What follows belongs to an exercise in optimizing a design on an open flow for small area; a production flow would make more cautious choices. The RTL was checked by simulation tests, not by an equivalence proof against the original design. Power figures rest on the tool's default switching activity, not on a simulated workload.

`flow/flow/run.sh`:
```
#!/bin/bash
# The standard ORFS layout (standard.sh), with changes that only make it
# smaller: port buffers are buf_1, the buffers ABC inserted are removed
# before placement, CTS uses clkbuf_4 sink clusters of up to 10 flip-flops
# and no dummy loads, and cells off the critical paths are downsized after
# global routing (RECOVER_POWER). ORFS writes each tool's log under
# orfs/logs; make's own output goes to flow_make.log here.
set -euo pipefail
bash standard.sh \
  REMOVE_ABC_BUFFERS=1 RECOVER_POWER=100 \
  "BUFFER_PORTS_ARGS=-buffer_cell sky130_fd_sc_hd__buf_1" \
  "CTS_ARGS=-sink_clustering_enable -repair_clock_nets -dont_use_dummy_load -buf_list {sky130_fd_sc_hd__clkbuf_4} -sink_clustering_size 10 -sink_clustering_max_diameter 40" \
  finish > flow_make.log 2>&1
```
`flow/standard.sh`:
```
#!/bin/bash
# synth_recipe.tcl (not shown) runs the flow's synth.tcl, then flattens the netlist and writes it again
# the make line also repeats each setting of config.mk as NAME=value (left out here)
make -C /OpenROAD-flow-scripts/flow DESIGN_CONFIG=/design/flow/config.mk WORK_HOME=/design/flow/orfs CLKGATE_MAP_FILE= SYNTH_SCRIPT=/design/flow/synth_recipe.tcl "${@:-finish}"
```
`flow/config.mk`:
```
export PLATFORM = sky130hd
export DESIGN_NAME = htm_core
export DESIGN_NICKNAME = htm_core
export VERILOG_FILES = /design/flow/design.v
export SDC_FILE = /design/flow/constraint.sdc
export NUM_CORES = 4
export LEC_CHECK = 0
export CAP_MARGIN = 0
export CORE_MARGIN = 2
export CORE_UTILIZATION = 60
export GPL_TIMING_DRIVEN = 0
export PLACE_DENSITY = 0.7
export SLEW_MARGIN = 0
export SYNTH_HIERARCHICAL = 1
export SYNTH_MINIMUM_KEEP_SIZE = 0
```
`flow/constraint.sdc`:
```
create_clock -name core_clock -period 14.0 [get_ports {clk}]
set_input_delay 2.8000 -clock core_clock [delete_from_list [all_inputs] [get_ports {clk}]]
set_output_delay 2.8000 -clock core_clock [all_outputs]
set_load 0.01 [all_outputs]
```
`flow/design.v`:
```
module htm_core (
    input  wire        clk,
    input  wire        rst,
    input  wire        cfg_dialect,
    input  wire        cfg_xor_reg,
    input  wire [16:0] prog_len,
    input  wire        cmd_valid,
    output wire        cmd_ready,
    input  wire [15:0] cmd_count,
    input  wire        cmd_inject,
    input  wire [39:0] cmd_instr,
    output wire [15:0] imem_addr,
    input  wire [39:0] imem_rdata,
    output wire [7:0]  gin_addr,
    input  wire [15:0] gin_rdata,
    output wire        gout_we,
    output wire [7:0]  gout_addr,
    output wire [15:0] gout_data,
    input  wire [5:0]  dbg_addr,
    output wire [15:0] dbg_data,
    output wire [5:0]  slen,
    output wire        runnable,
    output wire        faulted,
    output wire [2:0]  fault_code
);
    localparam [4:0] OP_CONST = 5'h01, OP_PUSH  = 5'h02, OP_POP    = 5'h03,
                     OP_LOAD  = 5'h04, OP_STORE = 5'h05, OP_COPY   = 5'h06,
                     OP_JUMPIF= 5'h07, OP_NOT   = 5'h08, OP_ADD    = 5'h09,
                     OP_MULT  = 5'h0A, OP_AND   = 5'h0B, OP_OR     = 5'h0C,
                     OP_XOR   = 5'h0D, OP_LSHIFT= 5'h0E, OP_RSHIFT = 5'h0F,
                     OP_EQUALS= 5'h10, OP_LESS  = 5'h11, OP_INPUT  = 5'h12,
                     OP_OUTPUT= 5'h13;
    localparam [2:0] F_HALTED = 3'd1, F_UNREC = 3'd2, F_REG = 3'd3,
                     F_UNDER = 3'd4, F_GRID = 3'd5, F_OVER = 3'd6;
    localparam [5:0] S_IDLE  = 6'd0,  S_LDREM = 6'd1,  S_FETCH = 6'd2,
                     S_FWAIT = 6'd3,  S_LATCH = 6'd4,  S_DEC   = 6'd5,
                     S_INC1  = 6'd6,  S_INC2  = 6'd7,  S_OPS   = 6'd8,
                     S_TLD   = 6'd9,  S_WRA   = 6'd10, S_WRLEN = 6'd11,
                     S_ADR1  = 6'd12, S_ADR2  = 6'd13, S_CHKA  = 6'd14,
                     S_LS1   = 6'd15, S_WRC   = 6'd16, S_JZ    = 6'd17,
                     S_JT    = 6'd18, S_WRPC  = 6'd19, S_NOT   = 6'd20,
                     S_B2    = 6'd21, S_B3    = 6'd22, S_FLAG  = 6'd23,
                     S_SH    = 6'd24, S_MA    = 6'd25, S_MB    = 6'd26,
                     S_WB    = 6'd27, S_G2    = 6'd28, S_GSH   = 6'd29,
                     S_G3    = 6'd30, S_IN1   = 6'd31, S_IN2   = 6'd32,
                     S_OUT1  = 6'd33, S_OUT2  = 6'd34, S_CHK1  = 6'd35,
                     S_CHK2  = 6'd36, S_DONE  = 6'd37, S_RB1   = 6'd38,
                     S_RB2   = 6'd39, S_RB3   = 6'd40, S_RB4   = 6'd41,
                     S_CLR   = 6'd42, S_MA0   = 6'd43;
    localparam [3:0] A_DBG = 4'd0, A_X0 = 4'd1, A_XA = 4'd2, A_XB = 4'd3,
                     A_X1 = 4'd4, A_X2 = 4'd5, A_TOP = 4'd6, A_LEN = 4'd7,
                     A_C = 4'd8, A_REM = 4'd9;
    reg [5:0]  st;
    reg        rd;          
    reg [4:0]  ir_op;       
    reg [2:0]  ir_a, ir_b;
    reg        ir_bad;      
    reg        inj;
    reg [15:0] t;
    reg [15:0] rq;          
    reg [4:0]  cnt;
    reg        flag;
    reg [5:0]  len;
    reg [2:0]  fcode;
    reg        runf;
    reg [4:0]  rot;         
    reg [3:0]  asel;
    reg        we, te;
    reg        xt, xl, xr;    
    reg        yr;            
    reg [1:0]  es;            
    reg        yinv, cin;
    reg        xclr;          
    function [5:0] incdec6(input [5:0] v, input dec);
        integer j; reg c;
        begin
            c = 1'b1;
            for (j = 0; j < 6; j = j + 1) begin
                incdec6[j] = v[j] ^ c;
                c = c & (v[j] ^ dec);
            end
        end
    endfunction
    function [4:0] dec5(input [4:0] v);
        integer j; reg c;
        begin
            c = 1'b1;
            for (j = 0; j < 5; j = j + 1) begin
                dec5[j] = v[j] ^ c;
                c = c & !v[j];
            end
        end
    endfunction
    function [4:0] inc5(input [4:0] v);
        integer j; reg c;
        begin
            c = 1'b1;
            for (j = 0; j < 5; j = j + 1) begin
                inc5[j] = v[j] ^ c;
                c = c & v[j];
            end
        end
    endfunction
    function [4:0] add5(input [4:0] x, input [4:0] y);
        integer j; reg c;
        begin
            c = 1'b0;
            for (j = 0; j < 5; j = j + 1) begin
                add5[j] = x[j] ^ y[j] ^ c;
                c = (x[j] & y[j]) | (c & (x[j] ^ y[j]));
            end
        end
    endfunction
    function lt17(input [16:0] x, input [16:0] y);    
        integer j; reg l;
        begin
            l = 1'b0;
            for (j = 0; j < 17; j = j + 1)
                l = (!x[j] && y[j]) || (!(x[j] ^ y[j]) && l);
            lt17 = l;
        end
    endfunction
    reg  [6:0]  raddr;        
    wire [4:0]  len_m1 = dec5(len[4:0]);
    always @* begin
        case (asel)
            A_DBG: raddr = {1'b0, dbg_addr};
            A_X0:  raddr = 7'd0;
            A_XA:  raddr = {4'd0, ir_a};
            A_XB:  raddr = {4'd0, ir_b};
            A_X1:  raddr = 7'd1;
            A_X2:  raddr = 7'd2;
            A_TOP: raddr = {2'b01, len_m1};
            A_LEN: raddr = {2'b01, len[4:0]};
            A_C:   raddr = {2'b01, cnt};
            default: raddr = 7'b1000000;
        endcase
    end
    wire [15:0] wd;                  
    wire [15:0] r;                   
    localparam NW = 41;
    wire [NW-1:0] sel, sel_hi;    
    wire [15:0] q [0:NW-1];
    wire [4:0] ps = add5(raddr[4:0], rot);
    wire is_x = raddr[6:5] == 2'b00;
    wire is_s = raddr[6:5] == 2'b01;
    wire wok  = is_x ? (ps[2:0] == 3'd7) : is_s ? (ps == 5'd31) : 1'b1;
    wire wx = (we && is_x && ps[2:0] == 3'd7) || xclr;
    wire ws = we && is_s && ps == 5'd31;
    wire wr = we && raddr[6];
    htm_dec dec_lo (.ps(ps), .is_x(is_x), .is_s(is_s), .is_c(raddr[6]), .sel(sel));
    htm_dec dec_hi (.ps(ps), .is_x(is_x), .is_s(is_s), .is_c(raddr[6]), .sel(sel_hi));
    genvar g, b;
    generate
        for (g = 0; g < NW; g = g + 1) begin : word
            reg  [15:0] m;
            if (g == 0 || g == 8) begin : head
                wire [15:0] nx;
                wire s = (g == 0) ? wx : ws;
                for (b = 0; b < 16; b = b + 1) begin : wbit
                    htm_hold u (.q(q[g + (g == 0 ? 7 : 31)][b]), .k(!s), .d(wd[b]), .s(s), .y(nx[b]));
                end
                always @(posedge clk) m <= nx;
            end else if (g < 40) begin : body
                always @(posedge clk) m <= q[g - 1];
            end else begin : cntw
                wire [15:0] nx;
                for (b = 0; b < 16; b = b + 1) begin : wbit
                    htm_hold u (.q(m[b]), .k(!wr), .d(wd[b]), .s(wr), .y(nx[b]));
                end
                always @(posedge clk) m <= nx;
            end
            assign q[g] = m;
        end
        for (b = 0; b < 16; b = b + 1) begin : rbit
            wire [13:0] n;
            wire [NW-1:0] sl = (b < 8) ? sel : sel_hi;
            for (g = 0; g < 13; g = g + 1) begin : grp
                htm_ao3 u (.a(q[3*g][b]), .sa(sl[3*g]), .b(q[3*g+1][b]), .sb(sl[3*g+1]),
                           .c(q[3*g+2][b]), .sc(sl[3*g+2]), .y(n[g]));
            end
            htm_ao2 u (.a(q[39][b]), .sa(sl[39]), .b(q[40][b]), .sb(sl[40]), .y(n[13]));
            assign r[b] = !(&n);
        end
    endgenerate
    wire [15:0] xv = (t & {16{xt}}) | ({t[14:0], 1'b0} & {16{xl}}) | ({1'b0, t[15:1]} & {16{xr}});
    wire [15:0] ev = (es == 2'd1) ? (cmd_inject ? cmd_instr[15:0] : cmd_count) :
                     (es == 2'd2) ? imem_rdata[15:0] :
                     (es == 2'd3) ? gin_rdata : 16'd0;
    wire [15:0] yv = ((rq & {16{yr}}) | ev) ^ {16{yinv}};
    wire [16:0] cc;
    assign cc[0] = cin;
    generate
        for (b = 0; b < 16; b = b + 1) begin : add
            htm_fa u (.a(xv[b]), .b(yv[b]), .c(cc[b]), .s(wd[b]), .co(cc[b+1]));
        end
    endgenerate
    wire cout   = cc[16];
    wire q_hi   = rq[15:4] != 12'd0;        
    wire q_z    = !q_hi && rq[3:0] == 4'd0;
    wire q_ones = &rq;
    wire t_z    = t == 16'd0;
    wire mbit   = rq[cnt[3:0]];
    wire [39:0] iw = (st == S_IDLE) ? cmd_instr : imem_rdata;
    wire [7:0]  iop = iw[39:32];
    wire        a_hi = iw[31:19] != 13'd0;
    wire        b_hi = iw[15:3] != 13'd0;
    reg         i_legal, i_ua, i_ub;
    always @* begin
        i_legal = 1'b1; i_ua = 1'b0; i_ub = 1'b0;
        case (iop)
            8'h01: i_ua = rd;
            8'h02, 8'h03: i_ua = 1'b1;
            8'h04, 8'h05, 8'h06: begin i_ua = 1'b1; i_ub = 1'b1; end
            8'h07: begin i_ua = 1'b1; i_ub = rd; end
            8'h08: i_ua = rd;
            8'h09, 8'h0A, 8'h0B, 8'h0C, 8'h0E, 8'h0F, 8'h10, 8'h11, 8'h12, 8'h13:
                begin i_ua = rd; i_ub = rd; end
            8'h0D: begin i_legal = !rd || cfg_xor_reg; i_ua = rd; i_ub = rd; end
            default: i_legal = 1'b0;
        endcase
    end
    wire [4:0] i_op  = i_legal ? iop[4:0] : 5'd0;
    wire       i_bad = (i_ua && a_hi) || (i_ub && b_hi);
    wire len0    = len == 6'd0;
    wire len_lt2 = len[5:1] == 5'd0;
    wire len_ful = len[5];
    reg        sf;
    reg [2:0]  sf_code;
    always @* begin
        sf = 1'b1; sf_code = F_UNDER;
        if (ir_op == 5'd0)       sf_code = F_UNREC;
        else if (ir_bad)         sf_code = F_REG;
        else begin
            sf = 1'b0;
            case (ir_op)
                OP_CONST: if (!rd && len_ful) begin sf = 1'b1; sf_code = F_OVER; end
                OP_PUSH:  if (len_ful) begin sf = 1'b1; sf_code = F_OVER; end
                OP_POP:   sf = len0;
                OP_JUMPIF, OP_NOT: sf = !rd && len0;
                OP_LOAD, OP_STORE, OP_COPY: ;
                default:  sf = !rd && len_lt2;
            endcase
        end
    end
    wire ld_ok = !flag && t[15:5] == 11'd0 && lt17({12'd0, t[4:0]}, {11'd0, len});
    assign cmd_ready  = (st == S_IDLE);
    assign imem_addr  = rq;
    assign dbg_data   = r;
    assign slen       = len;
    assign runnable   = runf;
    assign faulted    = fcode != 3'd0;
    assign fault_code = fcode;
    assign gin_addr   = t[7:0];
    assign gout_addr  = t[7:0];
    assign gout_data  = rq;
    assign gout_we    = (st == S_OUT2);
    wire [3:0]  A_LA  = rd ? A_XA : A_TOP;    
    wire [3:0]  A_RA1 = rd ? A_XB : A_TOP;    
    wire [3:0]  A_RA2 = rd ? A_XB : A_LEN;    
    wire        op_ser = ir_op == OP_MULT || ir_op == OP_AND || ir_op == OP_OR ||
                         ir_op == OP_XOR;
    reg [5:0] nst;
    reg       set_flt;
    reg [2:0] set_code;
    reg [1:0] len_op;       
    reg       cnt_ld, cnt_dec, cnt_15, cnt_4;
    reg       flag_ld;
    reg       flag_v;
    always @* begin
        nst = st; asel = A_X0; we = 1'b0; te = 1'b0;
        xt = 1'b0; xl = 1'b0; xr = 1'b0; yr = 1'b1; es = 2'd0;
        yinv = 1'b0; cin = 1'b0; xclr = 1'b0;
        set_flt = 1'b0; set_code = F_UNDER; len_op = 2'd0;
        cnt_ld = 1'b0; cnt_dec = 1'b0; cnt_15 = 1'b0; cnt_4 = 1'b0;
        flag_ld = 1'b0; flag_v = 1'b0;
        case (st)
            S_IDLE: begin
                asel = A_DBG; yr = 1'b0; es = 2'd1; te = 1'b1;
                yinv = !cmd_inject; cin = !cmd_inject;
            end
            S_LDREM: begin
                asel = A_REM; xt = 1'b1; yr = 1'b0; we = 1'b1; nst = S_FETCH;
            end
            S_FETCH: begin
                asel = A_X0; nst = S_FWAIT;
            end
            S_FWAIT: begin
                asel = A_X0; nst = S_LATCH;
            end
            S_LATCH: begin
                yr = 1'b0; es = 2'd2; te = 1'b1; nst = S_DEC;
            end
            S_DEC: begin
                if (sf) begin
                    set_flt = 1'b1; set_code = sf_code; nst = S_IDLE;
                end else if (ir_op == OP_CONST) begin
                    asel = rd ? A_XA : A_LEN; xt = 1'b1; yr = 1'b0; we = 1'b1;
                    if (!rd) len_op = 2'd1;
                    nst = (rd && ir_a == 3'd0) ? S_CHK1 : S_INC1;
                end else
                    nst = S_INC1;
            end
            S_INC1: begin
                asel = A_X0; nst = S_INC2;
            end
            S_INC2: begin
                asel = A_X0; cin = 1'b1; we = 1'b1; nst = S_OPS;
            end
            S_OPS: begin
                case (ir_op)
                    OP_CONST: nst = S_CHK1;
                    OP_PUSH:  begin asel = A_XA; nst = S_TLD; end
                    OP_POP:   begin asel = A_TOP; len_op = 2'd2; nst = S_TLD; end
                    OP_COPY:  begin asel = A_XB; nst = S_TLD; end
                    OP_LOAD, OP_STORE: begin asel = A_XB; nst = S_ADR1; end
                    OP_JUMPIF: begin asel = A_RA1; if (!rd) len_op = 2'd2; nst = S_JZ; end
                    OP_NOT:   begin asel = rd ? A_XA : A_TOP; nst = S_NOT; end
                    OP_INPUT, OP_OUTPUT: begin
                        asel = A_RA1; if (!rd) len_op = 2'd2; nst = S_G2; end
                    default: begin
                        asel = A_RA1; if (!rd) len_op = 2'd2;
                        if (op_ser) begin
                            yr = 1'b0; te = 1'b1; cnt_15 = 1'b1; nst = S_MA;
                        end else
                            nst = S_B2;
                    end
                endcase
            end
            S_TLD: begin
                te = 1'b1; nst = S_WB;
            end
            S_ADR1: begin
                asel = A_X1; te = 1'b1; nst = S_ADR2;
            end
            S_ADR2: begin
                xt = 1'b1; te = 1'b1; cnt_ld = 1'b1;
                flag_ld = 1'b1; flag_v = cout; nst = S_CHKA;
            end
            S_CHKA: begin
                if (!ld_ok) begin
                    set_flt = 1'b1; nst = S_RB1;
                end else begin
                    asel = (ir_op == OP_LOAD) ? A_C : A_XA; nst = S_TLD;
                end
            end
            S_JZ: begin
                asel = A_XA; flag_ld = 1'b1; flag_v = q_z; nst = S_JT;
            end
            S_JT: begin
                te = 1'b1; nst = flag ? S_WB : S_CHK1;
            end
            S_NOT: begin
                asel = rd ? A_XA : A_TOP; yinv = 1'b1; we = 1'b1; nst = S_CHK1;
            end
            S_B2: begin
                asel = A_LA;
                if (ir_op == OP_LSHIFT || ir_op == OP_RSHIFT) begin
                    cnt_ld = 1'b1; flag_ld = 1'b1; flag_v = q_hi;
                end else
                    te = 1'b1;
                nst = S_B3;
            end
            S_B3: begin
                xt = 1'b1;
                case (ir_op)
                    OP_ADD: begin te = 1'b1; nst = S_WB; end
                    OP_EQUALS: begin
                        yinv = 1'b1; cin = 1'b1; te = 1'b1; nst = S_FLAG; end
                    OP_LESS: begin
                        yinv = 1'b1; flag_ld = 1'b1; flag_v = cout; nst = S_FLAG; end
                    default: begin xt = 1'b0; te = 1'b1; nst = S_SH; end
                endcase
            end
            S_FLAG: begin
                yr = 1'b0; cin = (ir_op == OP_EQUALS) ? t_z : flag; te = 1'b1; nst = S_WB;
            end
            S_SH: begin
                te = 1'b1; yr = 1'b0;
                if (flag) begin
                    nst = S_WB;
                end else if (cnt[3:0] == 4'd0) begin
                    xt = 1'b1; nst = S_WB;
                end else begin
                    xl = (ir_op == OP_LSHIFT); xr = (ir_op != OP_LSHIFT); cnt_dec = 1'b1;
                end
            end
            S_MA: begin
                asel = A_LA; flag_ld = 1'b1; flag_v = mbit; nst = S_MB;
            end
            S_MB: begin
                asel = A_RA2; xl = 1'b1; te = 1'b1; cnt_dec = 1'b1;
                if (ir_op == OP_MULT) yr = flag;
                else begin
                    yr = 1'b0;
                    cin = (ir_op == OP_AND) ? (mbit & flag) :
                          (ir_op == OP_OR)  ? (mbit | flag) : (mbit ^ flag);
                end
                nst = (cnt[3:0] == 4'd0) ? S_WB : S_MA;
            end
            S_WB: begin
                xt = 1'b1; yr = 1'b0; we = 1'b1; nst = S_CHK1;
                case (ir_op)
                    OP_PUSH: begin asel = A_LEN; len_op = 2'd1; end
                    OP_POP, OP_COPY, OP_LOAD: asel = A_XA;
                    OP_STORE: asel = A_C;
                    OP_JUMPIF: asel = A_X0;
                    default: asel = A_LA;
                endcase
            end
            S_G2: begin
                asel = A_LA; te = 1'b1; flag_ld = 1'b1; flag_v = q_hi; cnt_4 = 1'b1;
                nst = S_GSH;
            end
            S_GSH: begin
                asel = A_LA; xl = 1'b1; yr = 1'b0; te = 1'b1; cnt_dec = 1'b1;
                if (cnt[1:0] == 2'd1) nst = S_G3;
            end
            S_G3: begin
                if (flag || q_hi) begin
                    set_flt = 1'b1; set_code = F_GRID; nst = S_RB1;
                end else begin
                    asel = A_X2; xt = 1'b1; te = 1'b1;
                    if (!rd) len_op = 2'd2;
                    nst = (ir_op == OP_INPUT) ? S_IN1 : S_OUT2;
                end
            end
            S_IN1: begin
                nst = S_IN2;
            end
            S_IN2: begin
                asel = A_X2; yr = 1'b0; es = 2'd3; we = 1'b1; nst = S_CHK1;
            end
            S_OUT2: begin
                nst = S_CHK1;
            end
            S_CHK1: begin
                asel = A_X0; nst = S_CHK2;
            end
            S_CHK2: begin
                asel = A_REM; nst = inj ? S_IDLE : S_DONE;
            end
            S_DONE: begin
                asel = A_REM; cin = 1'b1; we = 1'b1;
                nst = (q_ones || !runf) ? S_IDLE : S_FETCH;
            end
            S_RB1: begin
                asel = A_X0; nst = S_RB2;
            end
            S_RB2: begin
                te = 1'b1; nst = S_RB3;
                if (ir_op[4] && !rd) len_op = 2'd1;
            end
            S_RB3: begin
                asel = A_X0; xt = 1'b1; yr = 1'b0; yinv = 1'b1; we = 1'b1; nst = S_IDLE;
            end
            S_CLR: begin
                xclr = 1'b1; yr = 1'b0; cnt_dec = 1'b1;
                if (cnt[3:0] == 4'd0) nst = S_IDLE;
            end
            default: nst = S_IDLE;
        endcase
    end
    wire stall = we && !wok;
    always @(posedge clk) begin
        if (rst) begin
            st <= S_CLR;
            len <= 6'd0;
            fcode <= 3'd0;
            runf <= prog_len != 17'd0;
        end else begin
            if (!stall) st <= nst;
            if (st == S_CHK2) runf <= lt17({1'b0, rq}, prog_len);
            if (set_flt) fcode <= set_code;
            if (len_op != 2'd0 && !stall) len <= incdec6(len, len_op[1]);
            if (st == S_IDLE && cmd_valid && !faulted) begin
                inj <= cmd_inject;
                if (cmd_inject)
                    st <= S_DEC;
                else if (cmd_count != 16'd0) begin
                    if (!runf)
                        fcode <= F_HALTED;
                    else
                        st <= S_LDREM;
                end
            end
        end
        if ((st == S_IDLE) || (st == S_LATCH)) begin
            ir_op <= i_op; ir_a <= iw[18:16]; ir_b <= iw[2:0]; ir_bad <= i_bad;
        end
        rq <= r;
        if (te) t <= wd;
        if (cnt_ld) cnt <= wd[4:0];
        else if (cnt_15) cnt <= 5'd15;
        else if (cnt_4) cnt <= 5'd4;
        else if (cnt_dec) cnt <= dec5(cnt);
        if (rst) cnt <= 5'd15;
        if (flag_ld) flag <= flag_v;
        rd <= cfg_dialect;
        rot <= rst ? 5'd0 : inc5(rot);
    end
endmodule
module htm_hold (input wire q, input wire k, input wire d, input wire s, output wire y);
    assign y = (q & k) | (d & s);
endmodule
module htm_ao3 (input wire a, input wire sa, input wire b, input wire sb,
                input wire c, input wire sc, output wire y);
    assign y = !((a & sa) | (b & sb) | (c & sc));
endmodule
module htm_ao2 (input wire a, input wire sa, input wire b, input wire sb, output wire y);
    assign y = !((a & sa) | (b & sb));
endmodule
module htm_fa (input wire a, input wire b, input wire c, output wire s, output wire co);
    assign s  = a ^ b ^ c;
    assign co = (a & b) | (c & (a ^ b));
endmodule
module htm_dec (input wire [4:0] ps, input wire is_x, input wire is_s, input wire is_c,
                output wire [40:0] sel);
    genvar g;
    generate
        for (g = 0; g < 41; g = g + 1) begin : w
            if (g < 8)
                assign sel[g] = is_x && ps[2:0] == g;
            else if (g < 40)
                assign sel[g] = is_s && ps == g - 8;
            else
                assign sel[g] = is_c;
        end
    endgenerate
endmodule
```
==> flow_summary_export.csv, run 1 <==
group,metric,value,unit
run_status,outcome,"complete, but fails checks",
run_status,so_faults,"max-capacitance violations, max-slew violations",
sta,clock.fmax,0.0800,GHz
placed_design,dpl_cell_area,0.0255,mm2
floorplanning,rows,74,
synthesis,postSynth.asyncResetShare,0,
final_layout,layout_commonest_cell,"dfxtp_1",
synthesis,postSynthCellCount,2096,
sta,slew_headroom,-0.247,
critical_path,critical_path.max_stage_delay,1.21,ns
critical_path,cp.required,11.20,ns
critical_path,crit_path_end_kind,"output pin",
global_route,grt_max_degree,39,
clock_tree,ctsHoldBuffers,0,
power_and_ir_drop,power_density,175,mW/mm2
global_route,overflow,0,
final_layout,drive_gt1_frac,0.0626,
detailed_routing,drtPass1Iterations,13,
clock_tree,cts_resized,0,
sta,worst_pin_slew,1.86,ns
sta,setup_viol,0,
sta,fin_crit,12.50,ns
final_layout,regArea,0.0149,mm2
final_layout,final_cell_mix,"dfxtp_1 (698), a222oi_1 (223), buf_1 (215)",
global_route,grt_usage,0.348,
sta,finalSetupTns,0,ns
final_layout,instances_no_fill,2832,
detailed_routing,vias,19400,
synthesis,synth-edff-count,31,
global_route,grt_pass1_vias,18000,
detailed_routing,ant_nets,0,
critical_path,start_kind,"register",
floorplanning,die_h,207,um
sta,maxSlewViolCount,67,
clock_tree,cts_sinks,729,
sta,skew,0.0917,ns
hold_path,hold_class,"reg -> reg",
final_layout,fillers,3338,
detailed_routing,drt_iter0_drc,3296,
synthesis,syn-cell-area,0.0247,mm2
sta,rsz0062_at_grt,"no",
synthesis,yosys_warnings,7,
clock_tree,clk_pin_slew,0.10,ns
placed_design,dp_cells,2740,
sta,finalCritPeriodShare,0.893,
final_layout,final_util,0.643,
final_layout,multiInputGateArea,0.00884,mm2
synthesis,synth_ff_type,"dfxtp_1",
final_layout,area_growth,6.17,%
floorplanning,core_area,0.0407,mm2
critical_path,worstSetupPathType,"reg -> out",
critical_path,cp.arrival,9.70,ns
sta,finalHoldViolations,0,
clock_tree,cts_root_buf,"clkbuf_4",
detailed_routing,drc,0,
placed_design,io_buffers,217,
clock_tree,cts_buffer_depth,3,
placed_design,gp_congestion,0.981,
critical_path,cpMostUsedCell,"fa_1",
critical_path,path_max_fanout,38,
flow_run,maxCapViolCount,3,
synthesis,avgSynthCellArea,11.8,um2
clock_tree,tritoncts,"done",
clock_tree,postCtsSetupRepairBufs,0,
synthesis,seq_area_frac_synth,0.604,
floorplanning,io_pins,218,
placed_design,dp_hpwl,55.4,mm
detailed_routing,vias_per_cell,6.84,
clock_tree,cts_buffers,89,
power_and_ir_drop,peakVddDrop,0.127,mV
final_layout,nNetsFinal,2493,
synthesis,synth.distinct_cells,86,
synthesis,synth_seq_cells,729,
floorplanning,die_w,207,um
detailed_routing,wire_per_inst,26.9,um
sta,hold_ws,0.317,ns
critical_path,crit_chain,"nor2b_1 -> and3_1 -> o2111ai_1 -> a31oi_1 -> or2_0 -> nand2_1 -> o22a_1 -> o21ai_0 -> fa_1 -> inv_1 -> fa_1 -> fa_1 -> xor2_1 -> xnor2_1 -> clkbuf_1 -> or4b_1 -> nor2_1 -> a222oi_1 -> nand4_1 -> or4_1 -> buf_1",
floorplanning,initial_utilization,0.605,
power_and_ir_drop,p_leak,0.00958,uW
clock_tree,cts.htree.levels,3,
global_route,grt_pass1_wl,110,mm
detailed_routing,drt_wl_total,76.2,mm
critical_path,slowest_stage,"dfxtp_1",
clock_tree,clk_latency,0.84,ns
global_route,antenna_found_initial,5,
final_layout,final_cell_area,0.0262,mm2
floorplanning,dieArea,0.0427,mm2
[worst paths after layout]
path	to	cells past startpoint	slack, ns	start
max reg2reg	flag$_DFFE_PP_	25	2.60	st[0]$_SDFF_PP0_
min	word[5].m[0]$_DFF_P_	0	0.32	word[4].m[0]$_DFF_P_
min reg2reg	word[5].m[0]$_DFF_P_	0	0.32	word[4].m[0]$_DFF_P_
max	dbg_data[15]	21	1.50	st[2]$_SDFF_PP0_
[cell type report]
type | count | share of cell area
clock buffer | 89 | 0.0255
sequential | 729 | 0.569
timing repair buffer | 221 | 0.0327
antenna | 1 | 0.0000956
inverter | 66 | 0.00946
tap | 532 | 0.0254
multi-input combinational | 1194 | 0.338
[Yosys stat by module, one instance, submodules excluded]
module	cell area, um2	copies in the design	cells	flops+latches
htm_ao3	10.0	208	1	0
htm_dec	287	2	59	0
htm_core	21100	1	1690	729
htm_ao2	12.5	16	1	0
htm_fa	20.0	16	1	0
htm_hold	8.76	48	1	0
[through the flow]
step	power, uW	worst slack (ns)
finish	4580	1.50
global route	4760	1.15
CTS	4560	2.63
detailed placement	3670	2.32
global placement	3650	1.15
floorplan	3130	3.04
[cell usage after synthesis (7+ instances only)]
master    instances  area, um2
dfxtp_1         698      14000
a222oi_1        223       2230
nor2_1          143        537
nand2_1         105        394
nand4_1          70        438
a21oi_1          67        335
inv_1            64        240
a22o_1           51        447
o21ai_0          47        235
buf_4            38        285
clkbuf_1         35        131
nor3_1           34        170
ha_1             32        400
edfxtp_1         31        931
nor4_1           28        175
or4_1            25        188
mux2i_1          23        230
nand3_1          22        110
buf_2            20        100
a22oi_1          19        143
fa_1             19        380
nand2b_1         18        113
nor2b_1          18        113
xor2_1           18        158
o211ai_1         17        128
a22oi_2          16        200
or3_1            12       75.1
and3_1           10       62.6
o22ai_1           9       56.3
nor3b_1           8       60.1
a211oi_1          7       52.6
buf_6             7       78.8
nand4b_1          7       61.3
xnor2_1           7       61.3
[power by group]
| part | total, uW | leakage (uW) | switching [uW] | internal, uW |
|---|---|---|---|---|
| Clock | 918 | 0.000409 | 626 | 292 |
| Sequential | 2490 | 0.00594 | 214 | 2270 |
| Combinational | 1170 | 0.00323 | 789 | 383 |
| Total | 4580 | 0.00958 | 1630 | 2950 |
[logic make-up after synthesis]
group	count (synthesis)	synth area share
adder cells (fa/ha/maj)	51	0.0317
multiplexers	33	0.0166
AND/OR/NAND/NOR	543	0.117
flip-flops	729	0.604
AO/OA/AOI/OAI	542	0.185
buffers and inverters	173	0.0359
XOR/XNOR	25	0.00888
[sequential cells by signal, summed over array words and instances, names as in the netlist]
register	cells
word.m	656
rq	16
t	16
len	6
st	6
cnt	5
ir_op	5
rot	5
fcode	3
ir_a	3
ir_b	3
flag	1
inj	1
ir_bad	1
rd	1
runf	1
[critical path, delay by kind of cell, from the launching register on]
kind	cells	cell delay, ns
simple gates	8	3.22
compound gates	5	1.69
flops	1	1.21
xor+xnor	2	1.01
fa+ha+maj	3	1.00
buf+inv	3	0.76
[layer usage]
layer / track usage / wire, um / part of all wire
met4: 0.139 / 2890 / 0.038
met2: 0.533 / 34200 / 0.45
met1: 0.480 / 31500 / 0.41
met3: 0.0786 / 7490 / 0.098
met5: 0 / 43 / 0.00056
==> run 2: changes to the inputs <==
==> flow/flow/run.sh (replaced) <==
#!/bin/bash
# The standard ORFS layout (standard.sh), with three changes that only
# make it smaller: port buffers are buf_1, the buffers ABC inserted are
# removed before placement, and CTS uses clkbuf_4 sink clusters of up to 10
# flip-flops and no dummy loads. ORFS writes each tool's log under
# orfs/logs; make's own output goes to flow_make.log here.
set -euo pipefail
bash standard.sh \
  REMOVE_ABC_BUFFERS=1 \
  "BUFFER_PORTS_ARGS=-buffer_cell sky130_fd_sc_hd__buf_1" \
  "CTS_ARGS=-sink_clustering_enable -repair_clock_nets -dont_use_dummy_load -buf_list {sky130_fd_sc_hd__clkbuf_4} -sink_clustering_size 10 -sink_clustering_max_diameter 40" \
  finish > flow_make.log 2>&1
--- a/flow/config.mk
+++ b/flow/config.mk
@@ -8,7 +8,7 @@
 export CAP_MARGIN = 0
 export CORE_MARGIN = 2
-export CORE_UTILIZATION = 60
+export CORE_UTILIZATION = 70
 export GPL_TIMING_DRIVEN = 0
-export PLACE_DENSITY = 0.7
+export PLACE_DENSITY = 0.8
 export SLEW_MARGIN = 0
 export SYNTH_HIERARCHICAL = 1
==> run 2 against run 1 <==
Now clean on timing, DRC and antenna; sequential power about the same; setup slack improved by 0.48 ns; total power rose by 1.2%; cell count decreased by 2.6%; final area hardly changed; non-clock buffer count increased by 1; critical endpoint is now dbg_data[11]; highest routed layer unchanged.
==> flow_summary_export.csv, run 2 <==
group,metric,value,unit
synthesis,synth.distinct_cells,86,
sta,skew,0.111,ns
sta,worst_pin_slew,1.43,ns
clock_tree,ctsHoldBuffers,0,
global_route,grt_pass1_vias,18900,
synthesis,netlist_top_cells_count,"dfxtp_1 (698), a222oi_1 (223), nor2_1 (143)",
critical_path,path_max_fanout,38,
global_route,antenna_found_initial,3,
power_and_ir_drop,p_leak,0.00963,uW
detailed_routing,drt_wl_total,79.2,mm
clock_tree,cts_buffer_depth,3,
synthesis,yosys_warnings,7,
final_layout,regMostFlops,"word.m",
sta,finalSetupTns,0,ns
floorplanning,die_h,192,um
synthesis,synth_top_area_frac,0.567,
clock_tree,cts_root_buf,"clkbuf_4",
synthesis,synth_most_common_cell,"dfxtp_1",
final_layout,area_growth,6.11,%
power_and_ir_drop,fin_total_pwr,4630,uW
sta,slew_headroom,0.0492,
final_layout,layout_commonest_cell,"dfxtp_1",
synthesis,seq_area_frac_synth,0.604,
sta,clock.fmax,0.0832,GHz
final_layout,final_cell_mix,"dfxtp_1 (698), a222oi_1 (223), buf_1 (215)",
power_and_ir_drop,p_int,2950,uW
final_layout,instances_no_fill,2757,
critical_path,crit_chain,"nor3b_1 -> o21ai_0 -> inv_1 -> a41oi_1 -> o31a_1 -> nor3_1 -> a221oi_1 -> o21ai_0 -> fa_1 -> inv_1 -> fa_1 -> fa_1 -> inv_1 -> or4b_4 -> nor2_1 -> a222oi_1 -> nand4_1 -> or4_1 -> buf_1",
power_and_ir_drop,peakVddDrop,0.133,mV
critical_path,crit_path_end_kind,"output pin",
floorplanning,rows,68,
power_and_ir_drop,power.switching,1680,uW
global_route,overflow,0,
detailed_routing,drc,0,
floorplanning,io_pins,218,
sta,finalCritPeriodShare,0.859,
clock_tree,cts.htree.levels,3,
synthesis,yosys-top-cells-area,"dfxtp_1 (57%), a222oi_1 (9.1%), edfxtp_1 (3.8%)",
final_layout,reg_top3,"word.m: 656 flops, rq: 16 flops, t: 16 flops",
power_and_ir_drop,clock_power_share,0.197,
global_route,grt_usage,0.425,
placed_design,gp_congestion,1.00,
hold_path,hold_class,"reg -> reg",
floorplanning,initial_utilization,0.712,
critical_path,cp.arrival,9.22,ns
detailed_routing,vias,20200,
synthesis,postSynthCellCount,2096,
synthesis,postSynth.asyncResetShare,0,
detailed_routing,ant_nets,0,
final_layout,drive_gt1_frac,0.0687,
floorplanning,core_area,0.0346,mm2
power_and_ir_drop,pwr-share-comb,0.266,
clock_tree,cts_sinks,729,
final_layout,largest_reg_flops,656,
placed_design,io_buffers,217,
sta,setup_viol,0,
critical_path,cp.required,11.20,ns
placed_design,dp_hpwl,57.7,mm
synthesis,synth-edff-count,31,
synthesis,synth_ff_type,"dfxtp_1",
clock_tree,clk_latency,0.84,ns
synthesis,avgSynthCellArea,11.8,um2
synthesis,yosysTopAreaCell,"dfxtp_1",
sta,fin_crit,12.02,ns
global_route,grt_pass1_wl,116,mm
detailed_routing,wire_per_inst,28.7,um
placed_design,dp_cells,2665,
clock_tree,postCtsSetupRepairBufs,0,
sta,finalHoldViolations,0,
power_and_ir_drop,share_seq_of_total_power,0.537,
global_route,grt_max_degree,39,
detailed_routing,drtPass1Iterations,14,
critical_path,worstSetupPathType,"reg -> out",
flow_run,maxCapViolCount,0,
sta,maxSlewViolCount,0,
synthesis,synth_seq_cells,729,
clock_tree,cts_resized,0,
floorplanning,dieArea,0.0367,mm2
critical_path,critical_path.max_stage_delay,1.19,ns
run_status,outcome,"finished clean",
sta,rsz0062_at_grt,"no",
critical_path,slowest_stage,"dfxtp_1",
synthesis,syn-cell-area,0.0247,mm2
detailed_routing,vias_per_cell,7.33,
detailed_routing,drt_iter0_drc,3611,
clock_tree,cts_buffers,89,
clock_tree,clk_pin_slew,0.10,ns
power_and_ir_drop,power_density,177,mW/mm2
critical_path,start_kind,"register",
final_layout,nNetsFinal,2494,
floorplanning,die_w,192,um
clock_tree,tritoncts,"done",
power_and_ir_drop,p_sw_frac,0.362,
==> run 2: stage by stage <==
step	area (um2)	setup WS (ns)	hold slack, ns	util
4_1_cts	26100	2.47	0.294	0.755
3_3_place_gp	25400	0.791	0.333	0.734
3_5_place_dp	25500	2.16	0.337	0.736
6_report	26200	1.98	0.306	0.756
5_1_grt	26200	1.71	0.315	0.756
2_1_floorplan	24000	3.04	0.330	-
==> run 2: layer usage <==
metal,part of all wire,vias to the layer above,track usage,wire length (um)
met2,0.45,1635,0.656,35700
met3,0.13,337,0.104,9940
met1,0.36,9651,0.543,28300
met4,0.066,2,0.256,5230
met5,0.00016,-,0,13
li1,-,8574,-,-
==> run 2: layout make-up <==
| cell class | instances | area, um2 |
|---|---|---|
| tap | 455 | 569 |
| timing repair buffer | 222 | 880 |
| clock buffer | 89 | 668 |
| fill | 2282 | 8460 |
| sequential | 729 | 14900 |
| inverter | 66 | 248 |
| multi-input combinational | 1194 | 8890 |
| antenna | 2 | 5.00 |
==> run 2: power by group through the flow <==
stage / clock [uW] / combinational [uW] / sequential [uW]
after floorplan: 0 / 679 / 2450
after global placement: 0 / 1120 / 2510
after detailed placement: 0 / 1160 / 2520
after CTS: 913 / 1170 / 2480
after global routing: 993 / 1280 / 2500
final: 912 / 1230 / 2490
==> run 2: cells by family (layout without fill, tap and decap cells) <==
group,after synthesis,in the layout,share of synthesized area
AOI/OAI and AO/OA,542,542,0.185
xor gates and xnor gates,25,25,0.00888
adders and majority gates,51,51,0.0317
buffers and inverters,173,377,0.0359
DFF,729,729,0.604
muxes,33,33,0.0166
other,0,2,0
and+or+nand+nor,543,543,0.117
==> run 2: critical path: cells and delay by family (launching register included) <==
family,cells,cell delay (ns)
buf+inv,4,1.70
fa+ha+maj,3,1.10
compound gates,6,2.68
simple gates,6,1.78
flops,1,1.19
==> run 2: worst paths after layout <==
path | slack [ns] | from | end | cells past startpoint
setup / recovery | 1.98 | st[2]$_SDFF_PP0_ | dbg_data[11] | 19
hold / removal | 0.31 | word[13].m[12]$_DFF_P_ | word[14].m[12]$_DFF_P_ | 0
hold reg to reg | 0.31 | word[13].m[12]$_DFF_P_ | word[14].m[12]$_DFF_P_ | 0
setup reg to reg | 2.51 | st[0]$_SDFF_PP0_ | word[0].m[15]$_DFF_P_ | 24
==> run 2: Yosys stat by module (local to each module, per instance) <==
module / copies in the design / flops+latches / cells inside / area (um2)
htm_ao2: 16 / 0 / 1 / 12.5
htm_ao3: 208 / 0 / 1 / 10.0
htm_core: 1 / 729 / 1690 / 21100
htm_dec: 2 / 0 / 59 / 287
htm_fa: 16 / 0 / 1 / 20.0
htm_hold: 48 / 0 / 1 / 8.76
==> run 3: changes to the inputs <==
--- a/flow/config.mk
+++ b/flow/config.mk
@@ -8,7 +8,7 @@
 export CAP_MARGIN = 0
 export CORE_MARGIN = 2
-export CORE_UTILIZATION = 70
+export CORE_UTILIZATION = 60
 export GPL_TIMING_DRIVEN = 0
-export PLACE_DENSITY = 0.8
+export PLACE_DENSITY = 0.7
 export SLEW_MARGIN = 0
 export SYNTH_HIERARCHICAL = 1
==> run 3 against run 2 <==
Clock power rose by 0.7%; synthesized cell count did not move; hold slack improved by 0.0027 ns; combinational power fell by 4%; non-clock buffer count fell by 1; critical path depth fell by 2; cell count rose by 2.8%; first-iteration DRC count fell by 6.1%; synthesized area did not move; total power fell by 1.1%; via count fell by 3.6%; critical path type unchanged; critical endpoint is now dbg_data[14].
==> flow_summary_export.csv, run 3 <==
group,metric,value,unit
run_status,outcome,"finished clean",
global_route,grt_pass1_vias,18000,
critical_path,critical_path.max_stage_delay,1.18,ns
detailed_routing,vias_per_cell,6.87,
synthesis,syn-cell-area,0.0247,mm2
floorplanning,rows,74,
detailed_routing,vias,19500,
synthesis,synth.distinct_cells,86,
global_route,grt_max_degree,39,
clock_tree,cts_buffers,89,
synthesis,synth_top_area_frac,0.567,
power_and_ir_drop,power_density,175,mW/mm2
synthesis,postSynth.asyncResetShare,0,
global_route,grt_pass1_wl,110,mm
placed_design,dp_hpwl,55.4,mm
final_layout,fillers,3337,
critical_path,cpMostUsedCell,"fa_1",
sta,maxSlewViolCount,0,
sta,finalSetupTns,0,ns
power_and_ir_drop,power.switching,1630,uW
sta,finalHoldViolations,0,
critical_path,worstSetupPathType,"reg -> out",
clock_tree,cts_buffer_depth,3,
critical_path,crit_path_end_kind,"output pin",
sta,fin_crit,11.57,ns
floorplanning,core_area,0.0407,mm2
flow_run,maxCapViolCount,0,
clock_tree,clk_latency,0.84,ns
power_and_ir_drop,clock_power_share,0.200,
critical_path,cp.arrival,8.77,ns
final_layout,largest_reg_flops,656,
final_layout,final_cell_area,0.0262,mm2
sta,skew,0.0978,ns
detailed_routing,wire_per_inst,27.0,um
sta,finalCritPeriodShare,0.827,
floorplanning,dieArea,0.0427,mm2
placed_design,io_buffers,217,
power_and_ir_drop,p_int,2950,uW
critical_path,start_kind,"register",
placed_design,dpl_cell_area,0.0255,mm2
power_and_ir_drop,peakVddDrop,0.126,mV
clock_tree,ctsHoldBuffers,0,
critical_path,slowest_stage,"dfxtp_1",
floorplanning,io_pins,218,
synthesis,yosys-top-cells-area,"dfxtp_1 (57%), a222oi_1 (9.1%), edfxtp_1 (3.8%)",
synthesis,seq_area_frac_synth,0.604,
synthesis,synth_ff_type,"dfxtp_1",
global_route,antenna_found_initial,5,
critical_path,path_buf_inv,4,
hold_path,hold_class,"reg -> reg",
detailed_routing,drt_iter0_drc,3389,
power_and_ir_drop,p_sw_frac,0.356,
floorplanning,initial_utilization,0.605,
floorplanning,die_h,207,um
synthesis,yosysTopAreaCell,"dfxtp_1",
detailed_routing,drtPass1Iterations,14,
power_and_ir_drop,share_seq_of_total_power,0.543,
final_layout,regMostFlops,"word.m",
detailed_routing,ant_nets,0,
detailed_routing,drc,0,
final_layout,area_growth,6.42,%
synthesis,synth_seq_cells,729,
synthesis,synth_most_common_cell,"dfxtp_1",
synthesis,avgSynthCellArea,11.8,um2
sta,clock.fmax,0.0864,GHz
floorplanning,die_w,207,um
detailed_routing,drt_wl_total,76.4,mm
critical_path,path_max_fanout,37,
global_route,grt_usage,0.348,
final_layout,drive_gt1_frac,0.0679,
clock_tree,cts_sinks,729,
synthesis,netlist_top_cells_count,"dfxtp_1 (698), a222oi_1 (223), nor2_1 (143)",
sta,slew_headroom,0.0870,
placed_design,gp_congestion,0.981,
synthesis,postSynthCellCount,2096,
final_layout,final_cell_mix,"dfxtp_1 (698), a222oi_1 (223), buf_1 (216)",
final_layout,layout_commonest_cell,"dfxtp_1",
sta,setup_slack,2.43,ns
sta,rsz0062_at_grt,"no",
critical_path,critPathTopFamily,"simple AND/OR/NAND/NOR gates",
clock_tree,postCtsSetupRepairBufs,0,
global_route,overflow,0,
clock_tree,clk_pin_slew,0.10,ns
power_and_ir_drop,p_leak,0.00962,uW
synthesis,yosys_warnings,7,
clock_tree,cts_root_buf,"clkbuf_4",
sta,setup_viol,0,
critical_path,crit_chain,"or2_1 -> nor3_1 -> nand2_1 -> clkinv_1 -> a221oi_1 -> o21ai_0 -> fa_1 -> inv_1 -> fa_1 -> fa_1 -> inv_1 -> nand4bb_1 -> nor2_1 -> a222oi_1 -> nand4_1 -> or4_1 -> buf_1",
critical_path,cp.required,11.20,ns
power_and_ir_drop,pwr-share-comb,0.257,
sta,worst_pin_slew,1.37,ns
synthesis,synth-edff-count,31,
final_layout,nNetsFinal,2493,
clock_tree,tritoncts,"done",
final_layout,reg_top3,"word.m: 656 flops, rq: 16 flops, t: 16 flops",
clock_tree,cts_resized,0,
clock_tree,cts.htree.levels,3,
placed_design,place_ws,2.32,ns
run 3: cell families (layout without fill, tap and decap cells):
| group | after synthesis | after routing | synth area share |
|---|---|---|---|
| compound gates | 542 | 542 | 0.185 |
| xor+xnor | 25 | 25 | 0.00888 |
| fa+ha+maj | 51 | 51 | 0.0317 |
| buf+inv | 173 | 376 | 0.0359 |
| flops | 729 | 729 | 0.604 |
| mux | 33 | 33 | 0.0166 |
| other cells | 0 | 2 | 0 |
| simple gates | 543 | 543 | 0.117 |
run 3: metrics by stage:
| stage | utilization | hold slack [ns] | instances | total power (uW) |
|---|---|---|---|---|
| 2_1_floorplan | - | 0.330 | 1989 | 3130 |
| 3_3_place_gp | 0.626 | 0.333 | 2738 | 3650 |
| 3_5_place_dp | 0.627 | 0.335 | 2740 | 3670 |
| 4_1_cts | 0.644 | 0.313 | 2829 | 4560 |
| 5_1_grt | 0.644 | 0.314 | 2832 | 4760 |
| 6_report | 0.644 | 0.308 | 2833 | 4580 |
run 3: final cells by class:
class | count | area (um2) | share of cell area
Clock buffer | 89 | 668 | 0.0255
Antenna cell | 2 | 5.00 | 0.000191
Multi-Input combinational cell | 1194 | 8890 | 0.339
Tap cell | 532 | 666 | 0.0254
Inverter | 66 | 248 | 0.00944
Timing Repair Buffer | 221 | 865 | 0.0329
Sequential cell | 729 | 14900 | 0.568
run 3: path summary, 6_finish.rpt:
| check | startpoint | to | slack [ns] | cells after the start |
|---|---|---|---|---|
| setup reg to reg | st[0]$_SDFF_PP0_ | flag$_DFFE_PP_ | 2.66 | 25 |
| setup / recovery | st[0]$_SDFF_PP0_ | dbg_data[14] | 2.43 | 17 |
| hold reg to reg | word[0].m[9]$_DFF_P_ | word[1].m[9]$_DFF_P_ | 0.31 | 0 |
| hold / removal | word[0].m[9]$_DFF_P_ | word[1].m[9]$_DFF_P_ | 0.31 | 0 |
run 3: power groups by stage:
stage                     Clock, uW  Combinational, uW  Sequential, uW
final                           918               1180            2490
after global routing           1010               1250            2500
after CTS                       935               1150            2480
after detailed placement          0               1140            2520
after global placement            0               1130            2520
after floorplan                   0                679            2450
run 3: routing by layer:
metal	vias up	routed length, um	global-route usage
met5	-	29	0
met4	4	2950	0.139
met3	185	7370	0.0786
met2	1133	34100	0.533
met1	9565	32000	0.480
li1	8579	-	-
run 3: Yosys stat by module (local to each module, per instance):
module    cell area (um2)  flip-flops and latches
htm_fa               20.0                       0
htm_core            21100                     729
htm_ao2              12.5                       0
htm_dec               287                       0
htm_hold             8.76                       0
htm_ao3              10.0                       0

-- what the ideal ports hide --
The flow's constraints put no driver on any port. The routed layouts listed below were extracted and timed again, unchanged, in two steps.
Step 1 assumes that a clkbuf_16 drives the clock port and a buf_2 every other input.
Step 2 also shifts input and output timing later by t, the mid clock arrival at the registers, as if the neighbouring blocks saw the same clock.
Slacks: no drivers / after step 1 / after step 2; pairs: no drivers / after step 1.
| run | t, ns | setup slack, ns | hold slack, ns | worst setup path after step 2 | slew at the worst register clock pin (ns) |
|---|---|---|---|---|---|
| run 1 | 0.849 | 1.499 / 1.445 / 2.294 | 0.317 / 0.317 / 0.317 | register to output | 0.11 / 0.11 |
| run 2 | 0.834 | 1.978 / 1.930 / 2.109 | 0.306 / 0.306 / 0.306 | input to register | 0.11 / 0.11 |
| run 3 | 0.840 | 2.426 / 2.373 / 2.658 | 0.308 / 0.308 / 0.308 | register to register | 0.11 / 0.11 |
